Source: an optimization exercise on an open RTL-to-GDS flow (aim: small area, a short achievable clock period and few clock cycles per item). Production flows keep margins and buffers that such runs may drop.
At most, simulation tests tie the RTL to the original design; equivalence was not proved.
Power and IR drop assume default switching activity.

// bso_core
module bso_core #(
    parameter W = 64
) (
    input  wire         clk,
    input  wire         rst,           
    input  wire         req_valid,
    input  wire [39:0]  cmd,
    input  wire [W-1:0] a,
    input  wire [W-1:0] b,
    output reg          rsp_valid,
    output wire [W-1:0] rset,
    output wire [15:0]  rcnt,
    output reg          rflag,
    output reg  [1:0]   err
);
    localparam KA = 0;                 
    localparam NP = 29;                
    localparam [1:0] ERR_OK = 2'd0, ERR_EMPTY_SET = 2'd1,
                     ERR_INVALID_RANGE = 2'd2, ERR_ILLEGAL_OP = 2'd3;
    wire [5:0]  opc = cmd[5:0];
    wire [1:0]  rsv = cmd[7:6];
    wire [15:0] n1  = cmd[23:8];
    wire [15:0] n2  = cmd[39:24];
    wire go = req_valid & ~rst;
    localparam [3:0] F_AND = 4'b1000, F_OR = 4'b1110, F_XOR = 4'b0110,
                     F_NOTX = 4'b0011, F_CLR = 4'b0100, F_X = 4'b1100;
    reg [3:0] f;
    reg       rot_r, rot_l, mk_shl, mk_shr, mk_ext, shift_op;
    reg       c_clz, c_ctz, c_card, c_min, c_max;
    reg       g_sub, g_super, g_empty;
    reg       legal;
    always @(*) begin
        f = 4'b0000;
        rot_r = 1'b0; rot_l = 1'b0; mk_shl = 1'b0; mk_shr = 1'b0; mk_ext = 1'b0;
        shift_op = 1'b0;
        c_clz = 1'b0; c_ctz = 1'b0; c_card = 1'b0; c_min = 1'b0; c_max = 1'b0;
        g_sub = 1'b0; g_super = 1'b0; g_empty = 1'b0;
        legal = 1'b1;
        case (opc)
            6'h00, 6'h21:                 f = F_AND;
            6'h01, 6'h09, 6'h20, 6'h30:   f = F_OR;
            6'h02, 6'h0A, 6'h23, 6'h31:   f = F_XOR;
            6'h03, 6'h24:                 f = F_NOTX;
            6'h08, 6'h22, 6'h2F:          f = F_CLR;
            6'h04: begin f = F_X;   rot_l = 1'b1; mk_shl = 1'b1; shift_op = 1'b1; end
            6'h2B: begin f = F_OR;  rot_l = 1'b1; mk_shl = 1'b1; shift_op = 1'b1; end
  ...
Settings: LEC_CHECK=0, CAP_MARGIN=20, CORE_MARGIN=2, CORE_UTILIZATION=25, PLACE_DENSITY=0.35, SLEW_MARGIN=20; clock period 12.0 ns.
standard.sh (not shown) runs the stock make flow with config.mk's settings and CLKGATE_MAP_FILE= SYNTH_SCRIPT=/design/flow/synth_recipe.tcl, a recipe that flattens the netlist after the stock synthesis.
==> flow/flow/run.sh <==
#!/bin/bash
# Standard layout, with plain buffers (sky130_fd_sc_hd__buf_1) on the ports
# instead of the delay buffers buffer_ports picks by default.
set -euo pipefail
export BUFFER_PORTS_ARGS="-buffer_cell sky130_fd_sc_hd__buf_1"
bash standard.sh > standard.log 2>&1
The starting point went through all stages and came out clean.
Rerun with:
==> flow/run.sh (new file) <==
#!/bin/bash
# synth_recipe.tcl (not shown) runs the flow's synth.tcl, then flattens the netlist and writes it again
# the make line also repeats each setting of config.mk as NAME=value (left out here)
make -C /OpenROAD-flow-scripts/flow DESIGN_CONFIG=/design/flow/config.mk WORK_HOME=/design/flow/orfs CLKGATE_MAP_FILE= SYNTH_SCRIPT=/design/flow/synth_recipe.tcl finish
removed: flow/flow/run.sh
removed: flow/standard.sh
Result:
- The changed run finished clean
- cell count came out higher slightly
- count of clock-buffer cells in the layout came out higher by 1
- synthesized cell count stays the same
- register-to-register slack loses 110 ps
- design area came out higher by roughly a tenth
- global-route usage came out higher by 0.70 points
- area after synthesis is unchanged
- hold slack loses 6.1 ps
Function was not checked in any run of this note: the RTL went through the layout flow alone.

========
Setup of exp/tundra:
bso_core, a different RTL version from the one above (not shown whole).
Size: ~1,800 cells after synthesis, roughly 340 flip-flops, about 260 I/O pins.
export LEC_CHECK = 0
export CAP_MARGIN = 20
export CORE_MARGIN = 2
export CORE_UTILIZATION = 25
export CTS_CLUSTER_DIAMETER = 80
export CTS_CLUSTER_SIZE = 24
export PLACE_DENSITY = 0.35
export SLEW_MARGIN = 20
create_clock -name core_clock -period 12.0 [get_ports {clk}]
==> flow/flow/run.sh <==
#!/bin/bash
# Standard layout, with plain buffers (sky130_fd_sc_hd__buf_1) on the ports
# instead of the delay buffers buffer_ports picks by default, and timing
# repair aimed at a 3.4 ns period (setup margin 8.6 ns on the 12 ns clock).
set -euo pipefail
export BUFFER_PORTS_ARGS="-buffer_cell sky130_fd_sc_hd__buf_1"
export SETUP_SLACK_MARGIN=8.6
bash standard.sh > standard.log 2>&1
exp/tundra did not stop at any stage, and its layout met the timing, DRC and antenna checks.
Testbench counts of exp/tundra, summed over its fixed seeds: cycles 64,032, items 64,000.
Modified inputs, exp/indigo compared to exp/tundra
- changing PLACE_DENSITY from 0.35 to 0.6
- changing CORE_UTILIZATION from 25 to 50
- changing CTS_CLUSTER_SIZE from 24 to 30
- changing CTS_CLUSTER_DIAMETER from 80 to 100
Findings:
exp/indigo | status: complete | timing, DRC, antenna: pass
No stage failed in exp/tundra, and the final checks on the layout all came back clean.
[compare] base=exp/tundra new=exp/indigo: flip-flop and latch share of the layout cell area grew by 2.2 points; total die area -49%; first-pass GRT wire length -about 17%; post-layout minimum cycle time went down by 0.081 ns.
[compare] base=exp/tundra new=exp/indigo: buffering overhead decreased by 1.3 points relative to the old numbers; count of clock-buffer cells in the layout decreased by 10 relative to the old numbers; setup slack increased by 0.081 ns relative to the old numbers; placeable core area decreased by about 50% relative to the old numbers.
Met3 routed wirelength (exp/indigo over exp/tundra): decrease, 5.9%
There was hardly any difference in via count between exp/tundra and exp/indigo.
Relative to exp/tundra, the total power measured on exp/indigo has decreased by a little under 10%.
Input changes introduced in exp/fjord (baseline for comparison: exp/indigo):
- PLACE_DENSITY now 0.35, was 0.6
- CTS_CLUSTER_SIZE now 40, was 30
- CTS_CLUSTER_DIAMETER now 60, was 100
- CORE_UTILIZATION now 25, was 50
==> comparison <==
Relative to exp/indigo, first-pass GRT wire length increased by 17 mm in exp/fjord.
exp/fjord vs exp/indigo: global router's overall resource usage down
Number of inverters outside the clock class in the layout: exp/indigo vs exp/fjord identical
Looking at combinational share of power across exp/fjord and exp/indigo, the one that comes out higher is exp/indigo.
There was hardly any difference in final hold violation count between exp/fjord and exp/indigo.
Lower sequential share of layout area among exp/fjord and exp/indigo: exp/fjord
Against exp/indigo, exp/fjord comes in 98% higher on full die area.
--- input diff exp/fjord..exp/raven ---
- CTS_CLUSTER_SIZE now 20, was 40
- CTS_BUF_LIST now sky130_fd_sc_hd__clkbuf_8 sky130_fd_sc_hd__clkbuf_16, previously not set
- PLACE_DENSITY now 0.5, was 0.35
- CORE_UTILIZATION now 40, was 25
## What came out
- exp/raven closes out successfully: all stages finished, all timing, DRC and antenna checks passed.
- From exp/fjord to exp/raven, worst path buffer plus inverter count did not move at all.
- | power in combinational cells | exp/raven vs exp/fjord | 6.2% lower |
- Delta (exp/raven minus exp/fjord): final count of pins violating max slew neither gained nor lost much, number of buffers created by CTS lost 17%, number of non-filler instances in the completed layout lost 12%.
- Diff exp/fjord -> exp/raven | number of resized instances in the post-cts repair step | decrease of 17%
- Looking at count of clock-net buffers in the final layout, exp/raven sits 16% below exp/fjord.
- | post-layout worst setup margin | exp/raven vs exp/fjord | better |

========
Another version of the RTL of bso_core (not shown whole).
Size: about 1,800 cells after synthesis, about 260 I/O pins, roughly 17,000 µm² of cells after synthesis.
==> flow/config.mk <==
export PLATFORM = sky130hd
export DESIGN_NAME = bso_core
export DESIGN_NICKNAME = bso_core
export VERILOG_FILES = /design/flow/design.v
export SDC_FILE = /design/flow/constraint.sdc
export NUM_CORES = 8
export LEC_CHECK = 0
export CAP_MARGIN = 20
export CORE_MARGIN = 2
export CORE_UTILIZATION = 25
export PLACE_DENSITY = 0.35
export SLEW_MARGIN = 20
==> flow/constraint.sdc <==
create_clock -name core_clock -period 12.0 [get_ports {clk}]
set_input_delay 2.4000 -clock core_clock [delete_from_list [all_inputs] [get_ports {clk}]]
set_output_delay 2.4000 -clock core_clock [all_outputs]
set_load 0.01 [all_outputs]
Scripts as last shown in full above: flow/flow/run.sh
Next try:
- CORE_UTILIZATION: 25 -> 40
- PLACE_DENSITY: 0.35 -> 0.5
Combinational power came out lower by a few percent.
Utilization came out higher by 17 points.
Sequential power hardly moves.
Non-clock buffer count came out lower by 5.
Routed wire length came out lower by roughly a tenth.
Fmax came out lower slightly.
First-iteration DRC count came out higher by about a fifth.
Die area came out lower by well over a third.
Setup slack gets worse by 54 ps.
Cell count came out lower by roughly a tenth.
Next try:
==> flow/flow/run.sh (replaced) <==
#!/bin/bash
# Standard layout, with plain buffers (sky130_fd_sc_hd__buf_1) on the ports
# instead of the delay buffers buffer_ports picks by default.
set -euo pipefail
export BUFFER_PORTS_ARGS="-buffer_cell sky130_fd_sc_hd__buf_1"
bash standard.sh > standard.log 2>&1
- CORE_UTILIZATION: 40 -> 25
- PLACE_DENSITY: 0.5 -> 0.35
Outcome:
- via count decreases slightly
- count of clock-buffer cells in the layout decreases by 9
- power increases by a few percent
- die area increases by well over a third
- final cell count increases by roughly a tenth
- combinational power increases slightly
- setup slack got worse by 680 ps
- non-clock buffer count decreases by 1
No run of this note included a check of the RTL's function; only the layout flow was run.

========
bso_core with an RTL version that a note above also has.
For scale: roughly 260 I/O pins.
## bso_core
module bso_core #(
    parameter W = 64
) (
    input  wire         clk,
    input  wire         rst,           
    input  wire         req_valid,
    input  wire [39:0]  cmd,
    input  wire [W-1:0] a,
    input  wire [W-1:0] b,
    output reg          rsp_valid,
    output wire [W-1:0] rset,
    output wire [15:0]  rcnt,
    output reg          rflag,
    output reg  [1:0]   err
);
Settings: LEC_CHECK=0, CAP_MARGIN=20, CORE_MARGIN=2, CORE_UTILIZATION=40, CTS_CLUSTER_DIAMETER=100, CTS_CLUSTER_SIZE=30, PLACE_DENSITY=0.5, SLEW_MARGIN=20; clock period 12.0 ns.
==> flow/flow/run.sh <==
#!/bin/bash
# Standard layout, with plain buffers (sky130_fd_sc_hd__buf_1) on the ports
# instead of the delay buffers buffer_ports picks by default, and timing
# repair aimed at a 3.4 ns period (setup margin 8.6 ns on the 12 ns clock).
set -euo pipefail
export BUFFER_PORTS_ARGS="-buffer_cell sky130_fd_sc_hd__buf_1"
export SETUP_SLACK_MARGIN=8.6
bash standard.sh > standard.log 2>&1
The baseline completed with no timing, DRC or antenna violations.
Testbench counts at the start, summed over its fixed seeds: cycles 64,032, items 64,000.
Change:
--- a/flow/config.mk
+++ b/flow/config.mk
@@ -10 +10 @@
-export CORE_UTILIZATION = 40
+export CORE_UTILIZATION = 25
@@ -13 +13 @@
-export PLACE_DENSITY = 0.5
+export PLACE_DENSITY = 0.35
The changed run produced a clean layout.
Clock-buffer cell count increases by 4.
Via count increases by 0.36%.
Combinational power increases by 8.9%.
Area after synthesis is unchanged.
Worst setup slack gets worse by 0.045 ns.
Change:
--- a/flow/flow/run.sh
+++ b/flow/flow/run.sh
@@ -4 +4 @@
-# repair aimed at a 3.4 ns period (setup margin 8.6 ns on the 12 ns clock).
+# repair aimed at a 3.3 ns period (setup margin 8.7 ns on the 12 ns clock).
@@ -7 +7 @@
-export SETUP_SLACK_MARGIN=8.6
+export SETUP_SLACK_MARGIN=8.7
--- a/flow/config.mk
+++ b/flow/config.mk
@@ -10 +10 @@
-export CORE_UTILIZATION = 25
+export CORE_UTILIZATION = 40
@@ -13 +13 @@
-export PLACE_DENSITY = 0.35
+export PLACE_DENSITY = 0.5
Result:
- via count rises slightly
- critical path depth stays the same
- wire length falls by roughly a tenth
- fmax came out higher slightly
- die area shrinks by well over a third
- count of clock-buffer cells in the layout drops by 4
Change:
--- a/flow/flow/run.sh
+++ b/flow/flow/run.sh
@@ -4 +4 @@
-# repair aimed at a 3.3 ns period (setup margin 8.7 ns on the 12 ns clock).
+# repair aimed at a 3.4 ns period (setup margin 8.6 ns on the 12 ns clock).
@@ -7 +7 @@
-export SETUP_SLACK_MARGIN=8.7
+export SETUP_SLACK_MARGIN=8.6
--- a/flow/config.mk
+++ b/flow/config.mk
@@ -10 +10 @@
-export CORE_UTILIZATION = 40
+export CORE_UTILIZATION = 55
@@ -13 +13 @@
-export PLACE_DENSITY = 0.5
+export PLACE_DENSITY = 0.65
Wire length went down by roughly a tenth.
Design area went down by a few percent.
Count of clock-buffer cells in the layout went down by 1.
Worst setup slack gets better by 0.030 ns.
Power went down by a few percent.
Global-route usage went up by 5.1 points.

========
Another version of the RTL of bso_core (not shown whole).
Size: ~1800 cells after synthesis, about 260 I/O pins, about 17000 um^2 of cells after synthesis.
// bso_core
module bso_core #(
    parameter W = 64
) (
    input  wire         clk,
    input  wire         rst,           
    input  wire         req_valid,
    input  wire [39:0]  cmd,
    input  wire [W-1:0] a,
    input  wire [W-1:0] b,
    output reg          rsp_valid,
    output wire [W-1:0] rset,
    output wire [15:0]  rcnt,
    output reg          rflag,
    output reg  [1:0]   err
);
    localparam NP = 16;                
    localparam [1:0] ERR_OK = 2'd0, ERR_EMPTY_SET = 2'd1,
                     ERR_INVALID_RANGE = 2'd2, ERR_ILLEGAL_OP = 2'd3;
    wire [5:0]  opc = cmd[5:0];
    wire [1:0]  rsv = cmd[7:6];
    wire [15:0] n1  = cmd[23:8];
    wire [15:0] n2  = cmd[39:24];
    wire go = req_valid & ~rst;
    localparam [3:0] F_AND = 4'b1000, F_OR = 4'b1110, F_XOR = 4'b0110,
                     F_NOTX = 4'b0011, F_CLR = 4'b0100, F_X = 4'b1100,
                     F_BNX = 4'b0010;
    reg [3:0] f;
    reg       rot_r, rot_l, mk_shl, mk_shr, mk_ext, shift_op, test_op;
    reg       c_clz, c_ctz, c_card, c_min, c_max;
    reg       legal;
    always @(*) begin
        f = 4'b0000;
        rot_r = 1'b0; rot_l = 1'b0; mk_shl = 1'b0; mk_shr = 1'b0; mk_ext = 1'b0;
        shift_op = 1'b0; test_op = 1'b0;
  ...
export LEC_CHECK = 0
export CAP_MARGIN = 20
export CORE_MARGIN = 2
export CORE_UTILIZATION = 45
export CTS_CLUSTER_DIAMETER = 100
export CTS_CLUSTER_SIZE = 30
export PLACE_DENSITY = 0.55
export SLEW_MARGIN = 20
create_clock -name core_clock -period 12.0 [get_ports {clk}]
==> flow/flow/run.sh <==
#!/bin/bash
# Standard layout, with plain buffers (sky130_fd_sc_hd__buf_1) on the ports
# instead of the delay buffers buffer_ports picks by default, and timing
# repair aimed at a 3.4 ns period (setup margin 8.6 ns on the 12 ns clock).
set -euo pipefail
export BUFFER_PORTS_ARGS="-buffer_cell sky130_fd_sc_hd__buf_1"
export SETUP_SLACK_MARGIN=8.6
bash standard.sh > standard.log 2>&1
Testbench counts at the start, summed over its fixed seeds: cycles 64,032, items 64,000.
Change:
--- a/flow/config.mk
+++ b/flow/config.mk
@@ -9,6 +9,6 @@
 export CORE_MARGIN = 2
-export CORE_UTILIZATION = 45
+export CORE_UTILIZATION = 50
 export CTS_CLUSTER_DIAMETER = 100
 export CTS_CLUSTER_SIZE = 30
-export PLACE_DENSITY = 0.55
+export PLACE_DENSITY = 0.6
 export SLEW_MARGIN = 20
What happened: Synthesized cell count does not change; design area drops by 1.1%; worst setup slack improves by 0.012 ns; first-iteration DRC count rises by about 20%.
Change:
--- a/flow/config.mk
+++ b/flow/config.mk
@@ -9,6 +9,6 @@
 export CORE_MARGIN = 2
-export CORE_UTILIZATION = 50
+export CORE_UTILIZATION = 40
 export CTS_CLUSTER_DIAMETER = 100
 export CTS_CLUSTER_SIZE = 30
-export PLACE_DENSITY = 0.6
+export PLACE_DENSITY = 0.5
 export SLEW_MARGIN = 20
Outcome:
- via count shrinks slightly
- cell area grows slightly
- count of clock-buffer cells in the layout grows by 2
- worst hold slack barely changes
- wire length grows by a little under a tenth
- flip-flop and latch count stays the same
- worst setup slack gets worse by 0.0084 ns
- die area grows by a quarter to a third

[static timing again, ports no longer ideal]
Ports are ideal in the flow. The routed layouts listed here were re-timed in OpenROAD. Step 1, drivers: a clkbuf_16 drives clk and a buf_2 each remaining input, both assumed. Step 2 times the ports against the registers' clock, not the clock port: input delays grow and output delays shrink by t, the midpoint of the rising clock arrivals with the driver on. a / b / c = ideal ports / drivers / drivers and shift; a / b = the first two.
| run | shift t [ns] | setup WS [ns] | clock arrival spread, ns | pins driven straight from the clock port |
|---|---|---|---|---|
| the first run of note 1 | 0.647 | 7.564 / 7.564 / 7.010 | 0.024 / 0.023 | 1 |
| the second run of note 1 | 0.607 | 7.268 / 7.308 / 6.700 | 0.018 / 0.019 | 1 |
| exp/tundra | 0.649 | 8.540 / 8.476 / 8.087 | 0.037 / 0.036 | 1 |
| exp/indigo | 0.574 | 8.621 / 8.564 / 8.111 | 0.020 / 0.020 | 1 |
| exp/fjord | 0.695 | 8.472 / 8.407 / 8.056 | 0.077 / 0.077 | 1 |
| exp/raven | 0.610 | 8.594 / 8.534 / 8.096 | 0.016 / 0.016 | 1 |
| the first run of note 3 | 0.619 | 8.535 / 8.532 / 7.936 | 0.028 / 0.027 | 1 |
| the second run of note 3 | 0.603 | 8.480 / 8.510 / 7.906 | 0.025 / 0.025 | 1 |
| the third run of note 3 | 0.626 | 7.801 / 7.838 / 7.212 | 0.021 / 0.022 | 1 |
| the first run of note 4 | 0.580 | 8.604 / 8.548 / 8.091 | 0.039 / 0.039 | 1 |
| the second run of note 4 | 0.628 | 8.559 / 8.494 / 8.099 | 0.032 / 0.032 | 1 |
| the third run of note 4 | 0.593 | 8.586 / 8.527 / 8.035 | 0.025 / 0.025 | 1 |
| the fourth run of note 4 | 0.570 | 8.616 / 8.564 / 8.068 | 0.027 / 0.027 | 1 |
| the first run of note 5 | 0.589 | 8.608 / 8.550 / 8.063 | 0.022 / 0.021 | 1 |
| the second run of note 5 | 0.572 | 8.620 / 8.572 / 8.106 | 0.021 / 0.021 | 1 |
| the third run of note 5 | 0.583 | 8.612 / 8.556 / 8.084 | 0.025 / 0.025 | 1 |
After both steps every run listed still meets setup and hold. The setup slack of the first run of note 3, which loses most, moves by -0.003 ns with the drivers and by -0.599 ns with both steps.
